What follows belongs to an exercise in optimizing a design on an open flow for small area, a short achievable clock period and few clock cycles per item; a production flow would make more cautious choices. No driver is modelled on the clock port, so clock power and skew are understated where the tree is cut down; a real chip needs a root buffer or a tree.

old:
==> flow/design.v (excerpt) <==
module erf_crc0 (
    input  wire        clk,
    input  wire        rst,
    input  wire        in_valid,
    output reg         in_ready,
    input  wire [1:0]  in_op,
    input  wire [15:0] in_data,
    output reg         out_valid,
    input  wire        out_ready,
    output reg  [15:0] out_crc
);
Settings: LEC_CHECK=0, CAP_MARGIN=20, CORE_MARGIN=2, CORE_UTILIZATION=40, PLACE_DENSITY=0.6, SLEW_MARGIN=20, SYNTH_HIERARCHICAL=1, SYNTH_MEMORY_MAX_BITS=8192; clock period 8.0 ns.
standard.sh (not shown) runs the stock make flow with config.mk's settings and CLKGATE_MAP_FILE= SYNTH_SCRIPT=/design/flow/synth_recipe.tcl, a recipe that flattens the netlist after the stock synthesis.
==> flow/flow/run.sh <==
#!/bin/bash
# The standard layout (the standard.sh, unchanged synthesis) with three
# changes to how ORFS builds it:
#   - port buffers use buf_1 instead of the default clkdlybuf4s50_1
#   - the clock tree is one level of three clkbuf_16 buffers, built by
#     flow/cts_one_level.tcl (ORFS's PRE_CTS_TCL hook) in place of
#     TritonCTS's two-level tree, for a shorter clock latency
set -euo pipefail
export SETUP_SLACK_MARGIN=5.7
export BUFFER_PORTS_ARGS="-buffer_cell sky130_fd_sc_hd__buf_1"
export PRE_CTS_TCL="$(pwd)/flow/cts_one_level.tcl"
bash standard.sh > standard.log 2>&1
Other scripts of this flow, unchanged in this note and not shown: flow/flow/cts_one_level.tcl
diff inputs: old => new
-- flow/flow/run.sh --
<<< old, line 8
set -euo pipefail
export SETUP_SLACK_MARGIN=5.7
export BUFFER_PORTS_ARGS="-buffer_cell sky130_fd_sc_hd__buf_1"
>>> new, line 8
set -euo pipefail
export SETUP_SLACK_MARGIN=5.5
export BUFFER_PORTS_ARGS="-buffer_cell sky130_fd_sc_hd__buf_1"
The clock latency reported for the late side of the worst-skew pair of new and that of old are within noise of each other. Register-to-register slack sits lower in new than in old. Comparing old and new, the higher core utilization was measured on old. What new reported for routed wire length has to be multiplied by 1.08 to get the figure for old.
No run of this note included a check of the RTL's function; only the layout flow was run. No run of this note takes its clock network from TritonCTS; it comes from the design's own scripts or RTL.


The RTL this note starts from:
==> flow/design.v <==
module erf_crc0 (
    input  wire        clk,
    input  wire        rst,
    input  wire        in_valid,
    output reg         in_ready,
    input  wire [1:0]  in_op,
    input  wire [15:0] in_data,
    output reg         out_valid,
    input  wire        out_ready,
    output reg  [15:0] out_crc
);
    localparam [1:0] OP_BUILD  = 2'd0;
    localparam [1:0] OP_SEED   = 2'd1;
    localparam [1:0] OP_BYTE   = 2'd2;
    localparam [1:0] OP_FINISH = 2'd3;
    function [7:1] quot_inv;
        input [15:9] p;
        reg   [7:0]  h;
        integer      d, k;
        begin
            h = 8'h01;
            for (d = 1; d < 8; d = d + 1) begin
                h[d] = 1'b0;
                for (k = 1; k <= d; k = k + 1)
                    h[d] = h[d] ^ (p[16-k] & h[d-k]);
            end
            quot_inv = h[7:1];
        end
    endfunction
    function [15:0] table_of;
        input [15:0] poly;
        input [7:1]  hq;
        input [7:0]  x;
        reg   [7:0]  h;
        reg   [7:0]  q;      
        reg   [15:0] r;
        integer      i, m;
        begin
            h = {hq, 1'b1};
            for (i = 0; i < 8; i = i + 1) begin
                q[7-i] = 1'b0;
                for (m = 0; m <= i; m = m + 1)
                    q[7-i] = q[7-i] ^ (h[i-m] & x[7-m]);
            end
            r = 16'h0000;
            for (i = 0; i < 8; i = i + 1)
                r = r ^ ({16{q[7-i]}} & (poly << (7 - i)));
            table_of = r;
        end
    endfunction
    reg [15:0] poly;
    reg [7:1]  hq;
    reg [15:0] seed;
    reg [15:0] crc_run;
    reg        s_valid;
    reg [1:0]  s_op;
    reg [7:0]  s_x;
    reg        pending;
    wire accept   = in_valid && in_ready;
    wire out_free = !out_valid || out_ready;
    wire fin      = s_valid && s_op == OP_FINISH;
    wire to_out   = pending ? out_ready : (fin && out_free);
    wire restart  = to_out || (s_valid && !s_op[1]);    
    wire step     = s_valid && s_op == OP_BYTE;
    wire [15:0] tx = table_of(poly, hq, s_x);
    reg pending_d, out_valid_d;
    reg [7:0] x_d;
    always @(*) begin
        pending_d = pending ? !out_ready : (fin && !out_free);
        out_valid_d = to_out || (out_valid && !out_ready);
        if (restart)
            x_d = seed[15:8] ^ in_data[7:0];
        else if (step)
            x_d = (crc_run[7:0] ^ in_data[7:0]) ^ tx[15:8];
        else
            x_d = crc_run[15:8] ^ in_data[7:0];
    end
    always @(posedge clk) begin
        if (accept && in_op == OP_BUILD)
            poly <= in_data;
        hq   <= quot_inv(poly[15:9]);
        s_op <= in_op;
        s_x  <= x_d;
        if (to_out)
            out_crc <= crc_run;
    end
    always @(posedge clk) begin
        if (rst) begin
            seed      <= 16'h0000;
            crc_run   <= 16'h0000;
            s_valid   <= 1'b0;
            pending   <= 1'b0;
            out_valid <= 1'b0;
            in_ready  <= 1'b1;
        end else begin
            if (accept && in_op == OP_SEED)
                seed <= in_data;
            s_valid   <= accept;
            pending   <= pending_d;
            out_valid <= out_valid_d;
            in_ready  <= !pending_d &&
                         !(accept && in_op == OP_FINISH && out_valid_d);
            if (restart)
                crc_run <= seed;
            else if (step)
                crc_run <= {crc_run[7:0] ^ tx[15:8], tx[7:0]};
        end
    end
endmodule
clock: 8.0 ns
lec_check: 0
cap_margin: 20
core_margin: 2
core_utilization: 40
place_density: 0.6
slew_margin: 20
synth_memory_max_bits: 8192
==> flow/flow/run.sh <==
#!/bin/bash
# The standard layout (the standard.sh, unchanged synthesis) with three
# changes to how ORFS builds it:
#   - port buffers use buf_1 instead of the default clkdlybuf4s50_1
#   - clock tree synthesis without dummy loads
set -euo pipefail
export SETUP_SLACK_MARGIN=${MARGIN:-6}
export BUFFER_PORTS_ARGS="-buffer_cell sky130_fd_sc_hd__buf_1"
export CTS_ARGS="-sink_clustering_enable -repair_clock_nets -dont_use_dummy_load"
bash standard.sh > standard.log 2>&1
Edit:
==> flow/run.sh (new file) <==
#!/bin/bash
# synth_recipe.tcl (not shown) runs the flow's synth.tcl, then flattens the netlist and writes it again
# the make line also repeats each setting of config.mk as NAME=value (left out here)
make -C /OpenROAD-flow-scripts/flow DESIGN_CONFIG=/design/flow/config.mk WORK_HOME=/design/flow/orfs CLKGATE_MAP_FILE= SYNTH_SCRIPT=/design/flow/synth_recipe.tcl finish
Settings changed: CTS_BUF_LIST set to sky130_fd_sc_hd__clkbuf_4 sky130_fd_sc_hd__clkbuf_8, CTS_CLUSTER_SIZE set to 30, SETUP_SLACK_MARGIN set to 5.
removed: flow/flow/run.sh
removed: flow/standard.sh
Wire length falls by about a fifth.
Die area is unchanged.
Count of clock-buffer cells in the layout rises by 1.
Non-clock buffer count falls by 44.
Via count falls by a little under a tenth.
Final area falls by roughly a tenth.
Synthesized area does not change.
Synthesized cell count does not change.
First-iteration DRC count falls by a quarter to a third.
Function was not checked in any run of this note: the RTL went through the layout flow alone.


Starts from the design.v that is shown in full above.
export LEC_CHECK = 0
export CAP_MARGIN = 20
export CORE_MARGIN = 2
export CORE_UTILIZATION = 40
export PLACE_DENSITY = 0.6
export SETUP_SLACK_MARGIN = 5
export SLEW_MARGIN = 20
export SYNTH_MEMORY_MAX_BITS = 8192
create_clock -name core_clock -period 8.0 [get_ports {clk}]
run.sh (not shown) runs the stock make flow with config.mk's settings and CLKGATE_MAP_FILE= SYNTH_SCRIPT=/design/flow/synth_recipe.tcl, a recipe that flattens the netlist after the stock synthesis.
Stock flow here: none of the scripts above is used.
The starting point went through all stages and came out clean.
Edit:
CTS_BUF_LIST = sky130_fd_sc_hd__clkbuf_4 sky130_fd_sc_hd__clkbuf_8   (was not set)
CTS_CLUSTER_SIZE = 30   (was not set)
SETUP_SLACK_MARGIN = 4.5   (was 5)
After rerunning:
- The changed run went through all stages and came out clean
- clock skew stays flat
- hold slack stays flat
- routed wire length drops by about 6%
- count of clock-buffer cells in the layout does not change
- cell area drops by 7.6%
Edit:
==> flow/flow/run.sh (new file) <==
#!/bin/bash
# The standard layout (the standard.sh, unchanged synthesis) with three
# changes to how ORFS builds it:
#   - port buffers use buf_1 instead of the default clkdlybuf4s50_1
#   - clock tree synthesis without dummy loads, with clkbuf_4/clkbuf_8
#     and clusters of up to 30 sinks
set -euo pipefail
export SETUP_SLACK_MARGIN=5.3
export BUFFER_PORTS_ARGS="-buffer_cell sky130_fd_sc_hd__buf_1"
export CTS_ARGS="-sink_clustering_enable -repair_clock_nets -dont_use_dummy_load -buf_list {sky130_fd_sc_hd__clkbuf_4 sky130_fd_sc_hd__clkbuf_8} -sink_clustering_size 30"
bash standard.sh > standard.log 2>&1
==> flow/standard.sh (new file) <==
#!/bin/bash
# synth_recipe.tcl (not shown) runs the flow's synth.tcl, then flattens the netlist and writes it again
# the make line also repeats each setting of config.mk as NAME=value (left out here)
make -C /OpenROAD-flow-scripts/flow DESIGN_CONFIG=/design/flow/config.mk WORK_HOME=/design/flow/orfs CLKGATE_MAP_FILE= SYNTH_SCRIPT=/design/flow/synth_recipe.tcl "${@:-finish}"
CTS_BUF_LIST = not set   (was sky130_fd_sc_hd__clkbuf_4 sky130_fd_sc_hd__clkbuf_8)
CTS_CLUSTER_SIZE = not set   (was 30)
SETUP_SLACK_MARGIN = not set   (was 4.5)
removed: flow/run.sh
Outcome: The changed run passed the timing, DRC and antenna checks; critical path depth went up by 3; final cell count went up by a few percent; global-route usage went up by 2.0 points.
Edit:
--- a/flow/flow/run.sh
+++ b/flow/flow/run.sh
@@ -6,5 +6,5 @@
 #     and clusters of up to 30 sinks
 set -euo pipefail
-export SETUP_SLACK_MARGIN=5.3
+export SETUP_SLACK_MARGIN=5
 export BUFFER_PORTS_ARGS="-buffer_cell sky130_fd_sc_hd__buf_1"
 export CTS_ARGS="-sink_clustering_enable -repair_clock_nets -dont_use_dummy_load -buf_list {sky130_fd_sc_hd__clkbuf_4 sky130_fd_sc_hd__clkbuf_8} -sink_clustering_size 30"
The changed run passed the timing, DRC and antenna checks. Flip-flop and latch count does not change. Sequential share of layout area grows by 3.6 points. Clock skew shrinks by 0.018 ns.
No functional check of the RTL was part of any run of this note.

separate check: timing with driven ports:
How much do the figures lean on ideal ports? The routed layouts below were timed once more, with nothing changed but the port constraints. Step 1 sets driving cells, clkbuf_16 on the clock port and buf_2 on the other inputs (assumed; they add their load-dependent delay and slew). Step 2 times the ports against the registers' clock, not the clock port: input delays grow and output delays shrink by t, the midpoint of the rising clock arrivals with the driver on. Slacks: no drivers / after step 1 / after step 2; pairs: no drivers / after step 1.
| run | shift t [ns] | setup slack, ns | pins driven straight from the clock port |
|---|---|---|---|
| old | 0.232 | 5.546 / 5.546 / 5.338 | 3 |
| new | 0.228 | 5.458 / 5.458 / 5.345 | 3 |
| the first run of note 2 | 0.364 | 5.241 / 5.232 / 4.868 | 1 |
| the second run of note 2 | 0.377 | 5.109 / 5.077 / 4.807 | 1 |
| the first run of note 3 | 0.368 | 5.128 / 5.093 / 4.823 | 1 |
| the second run of note 3 | 0.385 | 4.662 / 4.672 / 4.287 | 1 |
| the third run of note 3 | 0.377 | 5.217 / 5.217 / 4.843 | 1 |
| the fourth run of note 3 | 0.376 | 5.040 / 5.050 / 4.674 | 1 |
After both steps every run listed still meets setup and hold. For the second run of note 3, which loses most, drivers alone change the setup slack by +0.010 ns; drivers and shift together by -0.375 ns.
